From an optimization exercise on the open Yosys and OpenROAD flow, aimed at small area; shortcuts taken in it are not production practice.
In this exercise RTL edits were held to simulation tests only and were not proved equivalent to the original.

==> flow/constraint.sdc <==
create_clock -name core_clock -period 100.0 [get_ports {clk}]
set_input_delay 20.0000 -clock core_clock [delete_from_list [all_inputs] [get_ports {clk}]]
set_output_delay 20.0000 -clock core_clock [all_outputs]
set_load 0.01 [all_outputs]
==> flow/run.sh <==
#!/bin/bash
# synth_recipe.tcl (not shown) runs the flow's synth.tcl, then flattens the netlist and writes it again
# the make line also repeats each setting of config.mk as NAME=value (left out here)
make -C /OpenROAD-flow-scripts/flow DESIGN_CONFIG=/design/flow/config.mk WORK_HOME=/design/flow/orfs CLKGATE_MAP_FILE= SYNTH_SCRIPT=/design/flow/synth_recipe.tcl finish
==> flow/design.v <==
module noc_router (
    input  wire         clk,
    input  wire         rst,              
    input  wire [7:0]   cfg_mesh_size,    
    input  wire [13:0]  cfg_cur_addr,     
    input  wire [3:0]   cfg_conn,         
    input  wire [7:0]   cfg_route,        
    input  wire [4:0]   in_valid,         
    input  wire [159:0] in_flit,          
    input  wire [3:0]   credit_in,        
    input  wire         end_req,          
    output reg  [4:0]   out_valid,        
    output reg  [31:0]  out_flit,         
    output reg  [4:0]   credit_out,       
    output reg  [15:0]  overflow_count,   
    output reg          halted
);
    localparam [2:0] DIR_N = 3'd0, DIR_E = 3'd1, DIR_W = 3'd2, DIR_S = 3'd3,
                     DIR_L = 3'd4, IDLE  = 3'd7;
    localparam [2:0] TAG_HEADER = 3'b001, TAG_TAIL = 3'b100;
    reg [31:0] slot0 [0:4];      
    reg [31:0] slot1 [0:4];
    reg [31:0] slot2 [0:4];
    reg [1:0]  count [0:4];      
    reg [2:0]  req   [0:4];      
    reg [4:0]  grant;            
    reg [1:0]  credit [0:3];     
    wire [13:0] mesh  = {6'd0, cfg_mesh_size};
    wire [13:0] cur_x = cfg_cur_addr % mesh;
    wire [13:0] cur_y = cfg_cur_addr / mesh;
    wire pref_ne = cfg_route[0], pref_nw = cfg_route[1];
    wire pref_en = cfg_route[2], pref_es = cfg_route[3];
    wire pref_wn = cfg_route[4], pref_ws = cfg_route[5];
    wire pref_se = cfg_route[6], pref_sw = cfg_route[7];
    reg [2:0] first_dir [0:4];
    reg [4:0] is_header;
    reg [4:0] is_tail;
    genvar g;
    generate
        for (g = 0; g < 5; g = g + 1) begin : route
            /*verilator lint_off UNUSEDSIGNAL*/
            wire [31:0] front = slot0[g];
            /*verilator lint_on UNUSEDSIGNAL*/
            wire [13:0] dest  = front[28:15];
            wire [13:0] dst_x = dest % mesh;
            wire [13:0] dst_y = dest / mesh;
            wire n = dst_y < cur_y;
            wire s = cur_y < dst_y;
            wire e = cur_x < dst_x;
            wire w = dst_x < cur_x;
            wire go_n = (n && !e && !w) || (n && e && pref_ne) || (n && w && pref_nw);
            wire go_e = (e && !n && !s) || (e && n && pref_en) || (e && s && pref_es);
            wire go_w = (w && !n && !s) || (w && n && pref_wn) || (w && s && pref_ws);
            wire go_s = (s && !e && !w) || (s && e && pref_se) || (s && w && pref_sw);
            always @* begin
                is_header[g] = (front[31:29] == TAG_HEADER);
                is_tail[g]   = (front[31:29] == TAG_TAIL);
                if (go_n)      first_dir[g] = DIR_N;
                else if (go_e) first_dir[g] = DIR_E;
                else if (go_w) first_dir[g] = DIR_W;
                else if (go_s) first_dir[g] = DIR_S;
                else           first_dir[g] = DIR_L;
            end
        end
    endgenerate
    reg [2:0] req_nx   [0:4];
    reg [4:0] grant_nx;
    reg [1:0] cred_tick [0:3];
    reg [4:0] pop;
    reg       done;
    reg [2:0] r;
    reg [2:0] fd;
    integer   i;
    always @* begin
        grant_nx   = grant;
        pop        = 5'd0;
        done       = 1'b0;
        out_valid  = 5'd0;
        out_flit   = slot0[0];
        credit_out = 5'd0;
        r          = IDLE;
        fd         = IDLE;
        for (i = 0; i < 5; i = i + 1) req_nx[i] = req[i];
        for (i = 0; i < 4; i = i + 1) cred_tick[i] = credit[i];
        if (!halted) begin
            for (i = 0; i < 5; i = i + 1) begin
                if (!done && count[i] != 2'd0) begin
                    r = req[i];
                    if (is_header[i] && r == IDLE) begin
                        fd = first_dir[i];
                        if ((fd == DIR_L || cfg_conn[fd[1:0]]) && !grant_nx[fd]) begin
                            grant_nx[fd] = 1'b1;
                            req_nx[i]    = fd;
                            r            = fd;
                        end
                    end
                    if (r != IDLE && (r == DIR_L || cred_tick[r[1:0]] != 2'd0)) begin
                        done          = 1'b1;
                        pop[i]        = 1'b1;
                        out_valid[r]  = 1'b1;
                        out_flit      = slot0[i];
                        credit_out[i] = 1'b1;
                        if (r != DIR_L)
                            cred_tick[r[1:0]] = cred_tick[r[1:0]] - 2'd1;
                        if (is_tail[i]) begin
                            grant_nx[r] = 1'b0;
                            req_nx[i]   = IDLE;
                        end
                    end
                end
            end
        end
    end
    reg [1:0] count_left [0:4];
    reg [2:0] drops;
    always @* begin
        drops = 3'd0;
        for (i = 0; i < 5; i = i + 1) begin
            count_left[i] = count[i] - {1'b0, pop[i]};
            if (in_valid[i] && count_left[i] == 2'd3)
                drops = drops + 3'd1;
        end
    end
    always @(posedge clk) begin
        if (rst) begin
            grant          <= 5'd0;
            overflow_count <= 16'd0;
            halted         <= 1'b0;
            for (i = 0; i < 5; i = i + 1) begin
                count[i] <= 2'd0;
                req[i]   <= IDLE;
            end
            for (i = 0; i < 4; i = i + 1)
                credit[i] <= 2'd3;
        end else if (!halted) begin
            grant          <= grant_nx;
            overflow_count <= overflow_count + {13'd0, drops};
            halted         <= end_req;
            for (i = 0; i < 4; i = i + 1) begin
                if (credit_in[i] && cred_tick[i] != 2'd3)
                    credit[i] <= cred_tick[i] + 2'd1;
                else
                    credit[i] <= cred_tick[i];
            end
            for (i = 0; i < 5; i = i + 1) begin
                req[i] <= req_nx[i];
                count[i] <= count_left[i];
                if (in_valid[i] && count_left[i] != 2'd3)
                    count[i] <= count_left[i] + 2'd1;
            end
        end
    end
    always @(posedge clk) begin
        if (!rst && !halted) begin
            for (i = 0; i < 5; i = i + 1) begin
                if (pop[i]) begin
                    slot0[i] <= slot1[i];
                    slot1[i] <= slot2[i];
                end
                if (in_valid[i]) begin
                    case (count_left[i])
                        2'd0: slot0[i] <= in_flit[32*i +: 32];
                        2'd1: slot1[i] <= in_flit[32*i +: 32];
                        2'd2: slot2[i] <= in_flit[32*i +: 32];
                        default: ;
                    endcase
                end
            end
        end
    end
endmodule
==> flow/config.mk <==
export PLATFORM = sky130hd
export DESIGN_NAME = noc_router
export DESIGN_NICKNAME = noc_router
export VERILOG_FILES = /design/flow/design.v
export SDC_FILE = /design/flow/constraint.sdc
export NUM_CORES = 4
export LEC_CHECK = 0
export CAP_MARGIN = 20
export CORE_MARGIN = 2
export CORE_UTILIZATION = 40
export SLEW_MARGIN = 20
==> metrics.csv <==
stage,metric,value,unit
drt,wire length per cell,23.1,µm
sta,final setup margin,6.42,ns
yosys,synthesized area,62000,µm²
global_routing,vias in the first global route,54600,
cts,hold-fix buffer count after cts,0,
floorplan,Starting Density,0.403,
yosys,"Seq/Total Area, Yosys",0.250,
drt,Antenna Nets Post-Route,0,
sta,period utilization,0.936,
floorplan,Die H,398,µm
sta,unrepaired setup endpoints after global routing,false,
drt,via count,57700,
setup_path,slowest cell on the critical path,nand2b_2,
yosys,Synth cell types,136,
floorplan,die width,398,µm
global_routing,first-pass GRT wire length,333000,µm
final_layout,Filler cells,15100,
place,post-DP HPWL,173000,µm
drt,first drt pass iteration count,9,
global_routing,global-route usage over all layers,0.269,
yosys,"Top FF cell, synth",edfxtp_1,
cts,clock latency on the worst-skew pair,0.61,ns
worst_hold_path,hold crit path type,reg -> reg,
global_routing,total global routing overflow,0,
place,DP Worst Slack,7.24,ns
cts,clk buf depth,3,
yosys,Syn Area/Cell,8.43,µm²
sta,Fin Clk Skew,0.0309,ns
floorplan,I/O Pins,265,
place,port bufs,264,
sta,Slew headroom,0.222,
setup_path,crit end category,output pin,
setup_path,WP data arrival,73.58,ns
drt,vias per std cell,6.03,
place,placer congestion estimate,0.982,
sta,Slew @ Worst Pin,1.16,ns
final_layout,final std cells w/o fill,9570,
yosys,post-synthesis sequential element count,535,
floorplan,row count,144,
sta,final setup fails,0,
cts,CTS tree,yes,
setup_path,"most used cell, CP",ha_1,
setup_path,CP startpoint kind,input pin,
yosys,Synth Warn #,11,
yosys,Post-synth EDFFs,480,
yosys,fraction of registers with async set/reset,0,
place,dpl cells,9472,
cts,TritonCTS Buffers,48,
floorplan,DIE AREA,158000,µm²
sta,pins over their slew limit,0,
cts,post-CTS setup repair buffer count,0,
floorplan,Core Footprint,154000,µm²
cts,Resize count post-CTS,0,
final_layout,Syn-to-layout area delta,10.4,%
yosys,Post-Syn Instances,7354,
cts,Root Driver,clkbuf_16,
global_routing,largest net degree at the start of global routing,87,
setup_path,"slowest stage delay, CP",0.95,ns
drt,Iter 0 DRT Violations,5100,
drt,final wirelength,221000,µm
setup_path,Max Fanout on Critical Path,62,
cts,Sink Count,535,
status,status,timing/DRC/antenna clean,
sta,setup TNS,0,ns
cts,H-tree depth,2,
global_routing,initial antenna violation count,49,
sta,Fin. Hold Viols,0,
setup_path,crit path kind,in -> out,
sta,final worst path period need,93.58,ns
final_layout,fin nets,8428,
drt,drt drc,0,
sta,fmax,10.7,MHz
final_layout,share of cells above drive strength 1,0.0676,
setup_path,Crit path required time,80.00,ns
cts,clk slew on worst S/H paths,0.07,ns
flow_run,MaxCap Viol Count,0,
yosys,syn nets,8304,
-- layer usage --
| metal | routed length [µm] | vias to the layer above | share of wire | track usage |
|---|---|---|---|---|
| met5 | 398 | - | 0.0018 | 0 |
| met4 | 8510 | 60 | 0.039 | 0.0913 |
| met3 | 16500 | 369 | 0.075 | 0.0475 |
| met2 | 98800 | 1902 | 0.45 | 0.439 |
| met1 | 96800 | 27500 | 0.44 | 0.358 |
| li1 | - | 27900 | - | - |
-- metrics by stage --
stage	hold slack, ns	instance area, µm²	utilization
floorplan	0.451	62000	-
global placement	0.466	66900	0.434
detailed placement	0.469	66900	0.434
CTS	0.480	68400	0.444
global route	0.500	68400	0.444
finish	0.479	68500	0.444
-- kinds of logic after synthesis --
kind of cell    share of synthesized area
simple gates                        0.186
compound gates                      0.232
fa+ha+maj                           0.152
mux                                 0.106
buf+inv                            0.0378
flops                               0.250
xor+xnor                           0.0359
-- cell type report --
type / count / area, µm² / share of cell area
tap: 2044 / 2560 / 0.0374
clock inverter: 28 / 279 / 0.00408
antenna: 9 / 22.5 / 0.000329
multi-input combinational: 6235 / 44300 / 0.647
timing repair buffer: 366 / 3430 / 0.0501
inverter: 292 / 1110 / 0.0163
sequential: 535 / 15500 / 0.227
clock buffer: 61 / 1260 / 0.0184
-- state kept, by name, indices dropped and copies added (netlist names) --
signal / flops
overflow_count: 16
credit: 8
slot0: 160
req: 15
count: 10
grant: 5
slot1: 160
halted: 1
slot2: 160
-- cells in the mapped netlist, types with 46 or more instances --
master,n,area [µm²]
nor2b_1,88,551
clkbuf_1,215,807
mux2i_1,484,4840
o211ai_1,60,450
xor2_1,93,815
o21ai_1,139,696
dfxtp_1,55,1100
a21oi_1,307,1540
and2_1,68,425
nand2b_1,101,632
nor3_1,318,1590
nor2_1,532,2000
edfxtp_1,480,14400
nand4_1,72,450
xnor2_1,157,1380
mux2_2,146,1640
o21a_1,278,2090
nand3_1,86,430
nand2_1,831,3120
a21o_1,152,1140
o21ai_0,645,3230
o31ai_1,113,848
a211oi_1,46,345
ha_1,737,9220
inv_1,273,1020
and3_1,46,288
-- cells in the final DEF (no fill, tap or decap), types with 39 or more instances in the layout --
cell / netlist / layout
o31ai_1: 113 / 113
nand4_1: 72 / 72
edfxtp_1: 480 / 480
a211oi_1: 46 / 45
nand2_1: 831 / 830
nand3_1: 86 / 84
or3_1: 43 / 43
clkbuf_16: 0 / 48
o211ai_1: 60 / 60
xnor2_1: 157 / 155
ha_1: 737 / 737
nor3_1: 318 / 316
buf_4: 12 / 99
nor4_1: 42 / 39
o21ai_0: 645 / 644
o21a_1: 278 / 278
mux2_2: 146 / 146
clkdlybuf4s50_1: 0 / 264
a21oi_1: 307 / 307
and3_1: 46 / 43
nor2_1: 532 / 531
mux2i_1: 484 / 484
nor2b_1: 88 / 88
a21o_1: 152 / 152
or2_2: 40 / 40
a31oi_1: 44 / 44
xor2_1: 93 / 93
inv_1: 273 / 266
nand2b_1: 101 / 99
o21ai_1: 139 / 139
dfxtp_1: 55 / 54
and2_1: 68 / 58
-- path summary, 6_finish.rpt --
| kind | to | from | slack [ns] | cells after the start |
|---|---|---|---|---|
| max reg2reg | overflow_count[14] | slot0[0][28] | 49.07 | 212 |
| min | count[2][0] | count[2][0] | 0.48 | 2 |
| min reg2reg | count[2][0] | count[2][0] | 0.48 | 2 |
| max | out_flit[15] | cfg_mesh_size[7] | 6.42 | 208 |
-- worst max-delay path: cells and delay by family --
family / cells / cell delay [ns]
buffers and inverters: 29 / 6.58
adders and majority gates: 26 / 7.05
AOI/OAI and AO/OA: 91 / 24.22
and+or+nand+nor: 57 / 13.82
muxes: 5 / 1.63

separate check: timing with driven ports:
In the flow no input, the clock included, has a driving cell. The finished layout below was timed again as built, in two steps.
Step 1 (the two cells are an assumption about what drives the block):
set clk [get_ports {clk}]
set_driving_cell -lib_cell sky130_fd_sc_hd__clkbuf_16 $clk
set_driving_cell -lib_cell sky130_fd_sc_hd__buf_2 [delete_from_list [all_inputs] $clk]
Step 2 times the ports against the registers' clock, not the clock port: input delays grow and output delays shrink by t, the midpoint of the rising clock arrivals with the driver on.
Three values: ideal, step 1, step 2; two values: the first two.
t (ns): 0.665
slack for setup (ns): 6.422 / 6.399 / 6.399
slew at the worst register clock pin (ns): 0.07 / 0.07
After both steps setup and hold are still met in this run. For this run, drivers alone change the setup slack by -0.023 ns; drivers and shift together by -0.023 ns.
